Background: an optimization exercise with open tools, aiming at small area, a short achievable clock period and few clock cycles. Do not read the settings as production practice. Only simulation tests tie the RTL to the original design; equivalence was not proved. Power and IR drop assume default switching activity.

== tundra ==
==> flow/design.v (excerpt) <==
module hufdec (
    input  wire        clk,
    input  wire        rst,           
    input  wire        cmd_valid,
    output wire        cmd_ready,
    input  wire [1:0]  cmd_op,        
    input  wire [23:0] cmd_arg,
    output reg         out_valid,
    input  wire        out_ready,
    output reg         out_end,       
    output wire [7:0]  out_data,
    output wire [1:0]  out_reason     
);
  localparam W = 22;                  
  localparam CW = 5;
  localparam [1:0] OP_START = 2'd0, OP_BYTE = 2'd1, OP_END = 2'd2;
  reg          rdy;                   
  reg          s_v;                   
  reg  [1:0]   s_op;
  reg  [23:0]  s_arg;
  reg          run;                   
  reg  [W-1:0] bbuf;                  
  reg  [CW-1:0] cnt;
  reg  [23:0]  rem;
  reg          rem1;
  reg          out_lim;               
  reg  [7:0]   o_data;                
  reg          k_v, k_end, k_lim;     
  reg  [7:0]   k_data;
  assign cmd_ready  = rdy;
  assign out_data   = o_data;
  assign out_reason = o_data[1:0];
  wire [11:0] t = bbuf[W-1:W-12];
  wire c2, c3, c4, c6, c8, c11, c12;
  ...
export LEC_CHECK = 0
export ABC_AREA = 1
export CAP_MARGIN = 20
export CORE_MARGIN = 2
export CORE_UTILIZATION = 40
export CTS_BUF_LIST = sky130_fd_sc_hd__clkbuf_8
export CTS_CLUSTER_SIZE = 40
export SLEW_MARGIN = 20
create_clock -name core_clock -period 10.0 [get_ports {clk}]
standard.sh (not shown) runs the stock make flow with config.mk's settings and CLKGATE_MAP_FILE= SYNTH_SCRIPT=/design/flow/synth_recipe.tcl, a recipe that flattens the netlist after the stock synthesis.
==> flow/flow/run.sh <==
#!/bin/bash
# Layout flow: the standard flow (standard.sh, ORFS synthesis to finish)
# with these changes, all inside synthesis mapping and timing repair:
#  - ABC maps the logic with flow/abc_area.script in place of ORFS's
#    abc_area.script; yosys's passes and the flip-flop mapping are the
#    standard ones, so the registers are the same
#  - no full-adder extraction before ABC (ADDER_MAP_FILE empty)
#  - repair_timing keeps MARGIN ns of setup slack on the 10 ns clock, so it
#    sizes and buffers for a shorter achieved period
# The clock, I/O delays and all other constraints are the design's own.
# Logs: standard.log here, each ORFS step's log under orfs/logs.
set -euo pipefail
W=$PWD
F=$W/flow
MARGIN=7.2
# ORFS's synth.tcl with the abc call given our script
sed "s#log_cmd abc {\*}\$abc_args#lset abc_args 1 $F/abc_area.script; log_cmd abc {*}\$abc_args#" \
  "$FLOW_HOME/scripts/synth.tcl" > "$W/synth_abc.tcl"
grep -q "lset abc_args 1" "$W/synth_abc.tcl"
# The standard flow's synthesis script, sourcing that copy
sed "s#source \$::env(SCRIPTS_DIR)/synth.tcl#source $W/synth_abc.tcl#" "$W/synth_recipe.tcl" > "$W/synth_top.tcl"
grep -q "synth_abc.tcl" "$W/synth_top.tcl"
bash standard.sh SYNTH_SCRIPT="$W/synth_top.tcl" ADDER_MAP_FILE= \
  SETUP_SLACK_MARGIN=$MARGIN finish > standard.log 2>&1
==> flow/flow/abc_area.script <==
strash
dc2
dch -f
map
topo
stime -c
buffer -c
upsize -c
dnsize -c
tundra: all stages complete, timing, DRC and antenna checks passed
Testbench counts of tundra, summed over its fixed seeds: cycles 52,649.
#### Input delta (lagoon over tundra)
- changing CORE_UTILIZATION from 40 to 50
- removing CTS_BUF_LIST (formerly sky130_fd_sc_hd__clkbuf_8)
- removing CTS_CLUSTER_SIZE (formerly 40)
--- outcome ---
- [diff] global-route wire length before repair, lagoon relative to tundra: regression
- [compare] base=tundra new=lagoon: area growth from synthesis to final layout has increased; cell count now sits lower.
### lagoon -> violet
- CORE_UTILIZATION: 50 -> 40
-- flow/flow/run.sh --
<<< lagoon, line 13
W=$PWD
F=$W/flow
MARGIN=7.2
# ORFS's synth.tcl with the abc call given our script
sed "s#log_cmd abc {\*}\$abc_args#lset abc_args 1 $F/abc_area.script; log_cmd abc {*}\$abc_args#" \
>>> violet, line 13
W=$PWD
F=$W/flow
MARGIN=7.3
# ORFS's synth.tcl with the abc call given our script
sed "s#log_cmd abc {\*}\$abc_args#lset abc_args 1 $F/abc_area.script; log_cmd abc {*}\$abc_args#" \
--- outcome ---
When violet is set beside lagoon, its total wire length after detailed routing turns out to be 130 um smaller.
In violet, the share of the clock period used by the worst path came out 0.67 points below the value in lagoon.
violet against lagoon: met1 track utilization from global routing decreased 5.8 points, proportion of power drawn by combinational gates now sits lower.
Against lagoon, well-tap cell count in violet rose by more than 10%.
violet vs. lagoon: number of buffers inserted by post-CTS setup repair went down 5; starting DRC count in detailed routing went down about 6%.
Input changes introduced in amber (baseline for comparison: violet):
- changing CORE_UTILIZATION from 40 to 60
-- flow/flow/run.sh --
<<< violet, line 13
W=$PWD
F=$W/flow
MARGIN=7.3
# ORFS's synth.tcl with the abc call given our script
sed "s#log_cmd abc {\*}\$abc_args#lset abc_args 1 $F/abc_area.script; log_cmd abc {*}\$abc_args#" \
>>> amber, line 13
W=$PWD
F=$W/flow
MARGIN=7.2
# ORFS's synth.tcl with the abc call given our script
sed "s#log_cmd abc {\*}\$abc_args#lset abc_args 1 $F/abc_area.script; log_cmd abc {*}\$abc_args#" \
==> comparison <==
The run showing the smaller routing usage on met1 is violet.
amber ends up with a area of the multi-input gates that is about 2.8% lower than in violet.
Looking at clock tree cell share of total cell area, amber sits 1.3 points lower than violet does.
Summary — global router's overall resource usage, amber relative to violet: higher, by 11 points.
Compare violet and amber | height of the chip higher: violet
amber finished end to end and its layout was clean on timing, DRC and antenna.
For maximum fanout along the worst path, violet and amber come out practically identical.
Going from violet to amber, the design area was found to have gone down by 3.7%.
Compared violet against amber; net count reported at finish within noise.

* * *

The RTL this note starts from:
==> flow/design.v <==
module hufdec_len (
    input  wire [11:0] t,
    output wire        c2, c3, c4, c6, c8, c11, c12
);
  wire ones4 = t[11] & t[10] & t[9] & t[8];
  wire lo30  = ~t[7] & ~t[6] & ~(t[5] & t[4] & t[3] & t[2]);
  assign c2  = ~t[11] & ~t[10];
  assign c3  = ~t[11] &  t[10];
  assign c4  =  t[11] & ~t[10];
  assign c6  =  t[11] &  t[10] & ~t[9];
  assign c8  =  t[11] &  t[10] &  t[9] & ~t[8];
  assign c11 = ones4 &  lo30;
  assign c12 = ones4 & ~lo30;
endmodule
module hufdec_val (
    input  wire [11:0] t,
    input  wire        c3, c4, c6, c8, c11, c12,
    output wire [7:0]  val,
    output wire        eos
);
  wire [7:0] a = ({8{c4}}  & {7'd0, t[8]})   | ({8{c6}}  & {6'd0, t[7:6]}) |
                 ({8{c8}}  & {5'd0, t[6:4]}) | ({8{c11}} & {1'b0, t[7:1]}) |
                 ({8{c12}} & t[7:0]);
  wire       hi11 = t[7] | t[6] | t[5] | (t[4] & t[3] & t[2] & t[1]);    
  wire [7:0] b = ({8{c3}}  & (t[9] ? 8'hFF : 8'h01)) | ({8{c4}}  & (t[9] ? 8'hFD : 8'h02)) |
                 ({8{c6}}  & (t[8] ? 8'hF9 : 8'h04)) | ({8{c8}}  & (t[7] ? 8'hF1 : 8'h08)) |
                 ({8{c11}} & (hi11 ? 8'hD3 : 8'h10)) | ({8{c12}} & 8'hE3);
  wire [7:0] v = a + b;
  assign val = v;
  assign eos = c12 & (&t[7:0]);
endmodule
module hufdec (
    input  wire        clk,
    input  wire        rst,           
    input  wire        cmd_valid,
    output wire        cmd_ready,
    input  wire [1:0]  cmd_op,        
    input  wire [23:0] cmd_arg,
    output reg         out_valid,
    input  wire        out_ready,
    output reg         out_end,       
    output wire [7:0]  out_data,
    output wire [1:0]  out_reason     
);
  localparam W = 22;                  
  localparam CW = 5;
  localparam [1:0] OP_START = 2'd0, OP_BYTE = 2'd1, OP_END = 2'd2;
  reg          rdy;                   
  reg          s_v;                   
  reg  [1:0]   s_op;
  reg  [23:0]  s_arg;
  reg          run;                   
  reg  [W-1:0] bbuf;                  
  reg  [CW-1:0] cnt;
  reg  [23:0]  rem;
  reg          rem1;
  reg          out_lim;               
  reg  [7:0]   o_data;                
  reg          k_v, k_end, k_lim;     
  reg  [7:0]   k_data;
  assign cmd_ready  = rdy;
  assign out_data   = o_data;
  assign out_reason = o_data[1:0];
  wire [11:0] t = bbuf[W-1:W-12];
  wire c2, c3, c4, c6, c8, c11, c12;
  hufdec_len u_len (.t(t), .c2(c2), .c3(c3), .c4(c4), .c6(c6), .c8(c8), .c11(c11), .c12(c12));
  wire [7:0] sym;
  wire       eos;
  hufdec_val u_val (.t(t), .c3(c3), .c4(c4), .c6(c6), .c8(c8), .c11(c11), .c12(c12),
                    .val(sym), .eos(eos));
  wire en   = run & ~k_v;
  wire g2   = en & c2  & (cnt >= 2);
  wire g3   = en & c3  & (cnt >= 3);
  wire g4   = en & c4  & (cnt >= 4);
  wire g6   = en & c6  & (cnt >= 6);
  wire g8   = en & c8  & (cnt >= 8);
  wire g11  = en & c11 & (cnt >= 11);
  wire g12  = en & c12 & (cnt >= 12);
  wire go   = g2 | g3 | g4 | g6 | g8 | g11 | g12;
  wire drained = ~run | ~((c2 & (cnt >= 2)) | (c3 & (cnt >= 3)) | (c4 & (cnt >= 4)) |
                         (c6 & (cnt >= 6)) | (c8 & (cnt >= 8)) | (c11 & (cnt >= 11)) |
                         (c12 & (cnt >= 12)));
  wire s_start = s_v & (s_op == OP_START);
  wire s_byte  = s_v & (s_op == OP_BYTE);
  wire s_end   = s_v & (s_op == OP_END);
  wire ctl_ok  = drained & ~k_v;
  wire do_start = s_start & ctl_ok;
  wire do_end   = s_end & ctl_ok;
  wire room     = (cnt <= W - 8);    
  wire do_byte  = s_byte & room;
  wire s_done   = s_byte ? room : (s_start | s_end) ? ctl_ok : 1'b1;
  wire n_zero   = (s_arg == 24'd0);
  wire sym_byte = go & ~eos;
  wire stop     = (go & eos) | (sym_byte & rem1) | (do_end & run);
  wire [W-1:0] ins = do_byte ? ({s_arg[7:0], {(W-8){1'b0}}} >> cnt) : {W{1'b0}};
  wire [W-1:0] bm  = bbuf | ins;
  wire keep = ~go & ~do_start;
  wire [W-1:0] bbuf_n = ({W{keep}} & bm)        | ({W{g2}}  & (bm << 2))  |
                        ({W{g3}}  & (bm << 3))  | ({W{g4}}  & (bm << 4))  |
                        ({W{g6}}  & (bm << 6))  | ({W{g8}}  & (bm << 8))  |
                        ({W{g11}} & (bm << 11)) | ({W{g12}} & (bm << 12));
  wire [CW-1:0] ci = do_byte ? cnt + 5'd8 : cnt;
  wire [CW-1:0] cnt_d = ({CW{keep}} & ci)          | ({CW{g2}}  & (ci - 5'd2)) |
                        ({CW{g3}}  & (ci - 5'd3))  | ({CW{g4}}  & (ci - 5'd4)) |
                        ({CW{g6}}  & (ci - 5'd6))  | ({CW{g8}}  & (ci - 5'd8)) |
                        ({CW{g11}} & (ci - 5'd11)) | ({CW{g12}} & (ci - 5'd12));
  wire run_n = do_start ? ~n_zero : (run & ~stop);
  wire [CW-1:0] cnt_n = run_n ? cnt_d : {CW{1'b0}};
  wire       push   = go | (do_start & n_zero) | (do_end & run);
  wire       p_end  = ~sym_byte;
  wire       p_lim  = sym_byte & rem1;
  wire [7:0] p_data = sym_byte ? sym : {6'd0, go ? 2'd2 : do_end ? 2'd3 : 2'd1};
  wire out_take = out_valid & out_ready;
  wire out_free = ~out_valid | out_ready;
  wire fire = cmd_valid & rdy;
  wire s_v_n = fire | (s_v & ~s_done);
  wire [1:0] s_op_n = fire ? cmd_op : s_op;
  wire k_v_n = out_take & out_lim ? k_v | push :
               out_free ? (k_v & push) : (k_v | push);
  wire fits_n = ~run_n | do_start | (keep & (ci <= W - 8)) | (g2 & (ci <= W - 6)) |
                (g3 & (ci <= W - 5)) | (g4 & (ci <= W - 4)) | (g6 & (ci <= W - 2)) |
                g8 | g11 | g12;
  wire ctl_ok_n = ~run_n & ~k_v_n;
  wire rdy_new  = cmd_op[0] ? (cmd_op[1] | fits_n) : ctl_ok_n;
  wire rdy_old  = ~(s_v & ~s_done) | (s_op[0] ? (s_op[1] | fits_n) : ctl_ok_n);
  wire rdy_n    = fire ? rdy_new : rdy_old;
  always @(posedge clk) begin
    if (rst) begin
      rdy       <= 1'b1;
      s_v       <= 1'b0;
      run       <= 1'b0;
      cnt       <= {CW{1'b0}};
      out_valid <= 1'b0;
      k_v       <= 1'b0;
    end else begin
      rdy <= rdy_n;
      s_v <= s_v_n;
      run <= run_n;
      cnt <= cnt_n;
      k_v <= k_v_n;
      if (out_take & out_lim)
        out_valid <= 1'b1;
      else if (out_free)
        out_valid <= k_v | push;
    end
    s_op <= s_op_n;
    if (rdy) s_arg <= cmd_arg;
    bbuf <= bbuf_n;
    if (do_start) begin
      rem  <= s_arg;
      rem1 <= (s_arg == 24'd1);
    end else if (sym_byte) begin
      rem  <= rem - 24'd1;
      rem1 <= (rem == 24'd2);
    end
    if (rst) begin
      out_end <= 1'b0;
      out_lim <= 1'b0;
      o_data  <= 8'h00;
    end else if (out_take & out_lim) begin
      out_end     <= 1'b1;
      out_lim     <= 1'b0;
      o_data[1:0] <= 2'd1;
    end else if (out_free) begin
      if (k_v) begin
        out_end <= k_end;
        out_lim <= k_lim;
        o_data  <= k_data;
      end else begin
        out_end <= p_end;
        out_lim <= p_lim;
        o_data  <= p_data;
      end
    end
    if (push) begin
      k_end  <= p_end;
      k_lim  <= p_lim;
      k_data <= p_data;
    end
  end
endmodule
==> flow/config.mk <==
export PLATFORM = sky130hd
export DESIGN_NAME = hufdec
export DESIGN_NICKNAME = hufdec
export VERILOG_FILES = /design/flow/design.v
export SDC_FILE = /design/flow/constraint.sdc
export NUM_CORES = 4
export LEC_CHECK = 0
export ABC_AREA = 1
export CAP_MARGIN = 20
export CORE_MARGIN = 2
export CORE_UTILIZATION = 40
export SLEW_MARGIN = 20
==> flow/constraint.sdc <==
create_clock -name core_clock -period 10.0 [get_ports {clk}]
set_input_delay 2.0000 -clock core_clock [delete_from_list [all_inputs] [get_ports {clk}]]
set_output_delay 2.0000 -clock core_clock [all_outputs]
set_load 0.01 [all_outputs]
==> flow/flow/run.sh <==
#!/bin/bash
# Layout flow: the standard flow (standard.sh, ORFS synthesis to finish)
# with these changes, all inside synthesis mapping and timing repair:
#  - ABC maps the logic with flow/abc_area.script in place of ORFS's
#    abc_area.script; yosys's passes and the flip-flop mapping are the
#    standard ones, so the registers are the same
#  - no full-adder extraction before ABC (ADDER_MAP_FILE empty)
#  - repair_timing keeps MARGIN ns of setup slack on the 10 ns clock, so it
#    sizes and buffers for a shorter achieved period
# The clock, I/O delays and all other constraints are the design's own.
# Logs: standard.log here, each ORFS step's log under orfs/logs.
set -euo pipefail
W=$PWD
F=$W/flow
MARGIN=7.2
# ORFS's synth.tcl with the abc call given our script
sed "s#log_cmd abc {\*}\$abc_args#lset abc_args 1 $F/abc_area.script; log_cmd abc {*}\$abc_args#" \
  "$FLOW_HOME/scripts/synth.tcl" > "$W/synth_abc.tcl"
grep -q "lset abc_args 1" "$W/synth_abc.tcl"
# The standard flow's synthesis script, sourcing that copy
sed "s#source \$::env(SCRIPTS_DIR)/synth.tcl#source $W/synth_abc.tcl#" "$W/synth_recipe.tcl" > "$W/synth_top.tcl"
grep -q "synth_abc.tcl" "$W/synth_top.tcl"
bash standard.sh SYNTH_SCRIPT="$W/synth_top.tcl" ADDER_MAP_FILE= \
  SETUP_SLACK_MARGIN=$MARGIN finish > standard.log 2>&1
==> flow/flow/abc_area.script <==
strash
dc2
dch -f
map -B 0.9
topo
stime -c
buffer -c
upsize -c
dnsize -c
The baseline went through all stages and came out clean.
Testbench counts at the start, summed over its fixed seeds: cycles 52,649.
Rerun with:
==> flow/flow/abc_area.script (replaced) <==
strash
dc2
dch -f
map
topo
stime -c
buffer -c
upsize -c
dnsize -c
Settings changed: CORE_UTILIZATION 40 to 60, PLACE_DENSITY_LB_ADDON from default to 0.2.
Cell area decreases by 6.7%.
Power decreases by 14%.
Sequential power decreases by about 1%.
Count of clock-buffer cells in the layout decreases by 1.
Final cell count decreases by 11%.
Hold slack gets better by 0.017 ns.
Die area decreases by 33%.
Via count increases by 3.4%.
Setup slack gets better by 0.071 ns.
Area after synthesis decreases by 1.4%.
Critical path depth decreases by 1.

-- port drivers added, routing unchanged --
In the flow no input, the clock included, has a driving cell. The finished layouts below were timed again as built, in two steps. Step 1 (the two cells are an assumption about what drives the block):
set clk [get_ports {clk}]
set_driving_cell -lib_cell sky130_fd_sc_hd__clkbuf_16 $clk
set_driving_cell -lib_cell sky130_fd_sc_hd__buf_2 [delete_from_list [all_inputs] $clk]
Step 2 moves the port delays by t, midway between the first and last clock arrival at a register: inputs arrive t later, outputs are due t later. That takes back most of the time a late clock gives input paths. Three values: ideal, step 1, step 2; two values: the first two.
| run | shift t [ns] | slack for setup (ns) | hold slack, ns | latest minus earliest clock arrival (ns) |
|---|---|---|---|---|
| tundra | 0.436 | 7.100 / 7.060 / 6.844 | 0.473 / 0.473 / 0.473 | 0.010 / 0.010 |
| lagoon | 0.389 | 7.095 / 7.056 / 6.811 | 0.470 / 0.470 / 0.470 | 0.006 / 0.006 |
| violet | 0.404 | 7.163 / 7.119 / 6.815 | 0.471 / 0.471 / 0.471 | 0.009 / 0.009 |
| amber | 0.423 | 7.121 / 7.083 / 6.795 | 0.476 / 0.476 / 0.476 | 0.012 / 0.013 |
| the first run of note 2 | 0.398 | 7.053 / 7.009 / 6.764 | 0.465 / 0.465 / 0.465 | 0.014 / 0.014 |
| the second run of note 2 | 0.407 | 7.124 / 7.086 / 6.771 | 0.481 / 0.481 / 0.481 | 0.016 / 0.017 |
After both steps setup and hold are still met in every run listed. For the second run of note 2, which loses most, drivers alone change the setup slack by -0.038 ns; drivers and shift together by -0.353 ns.
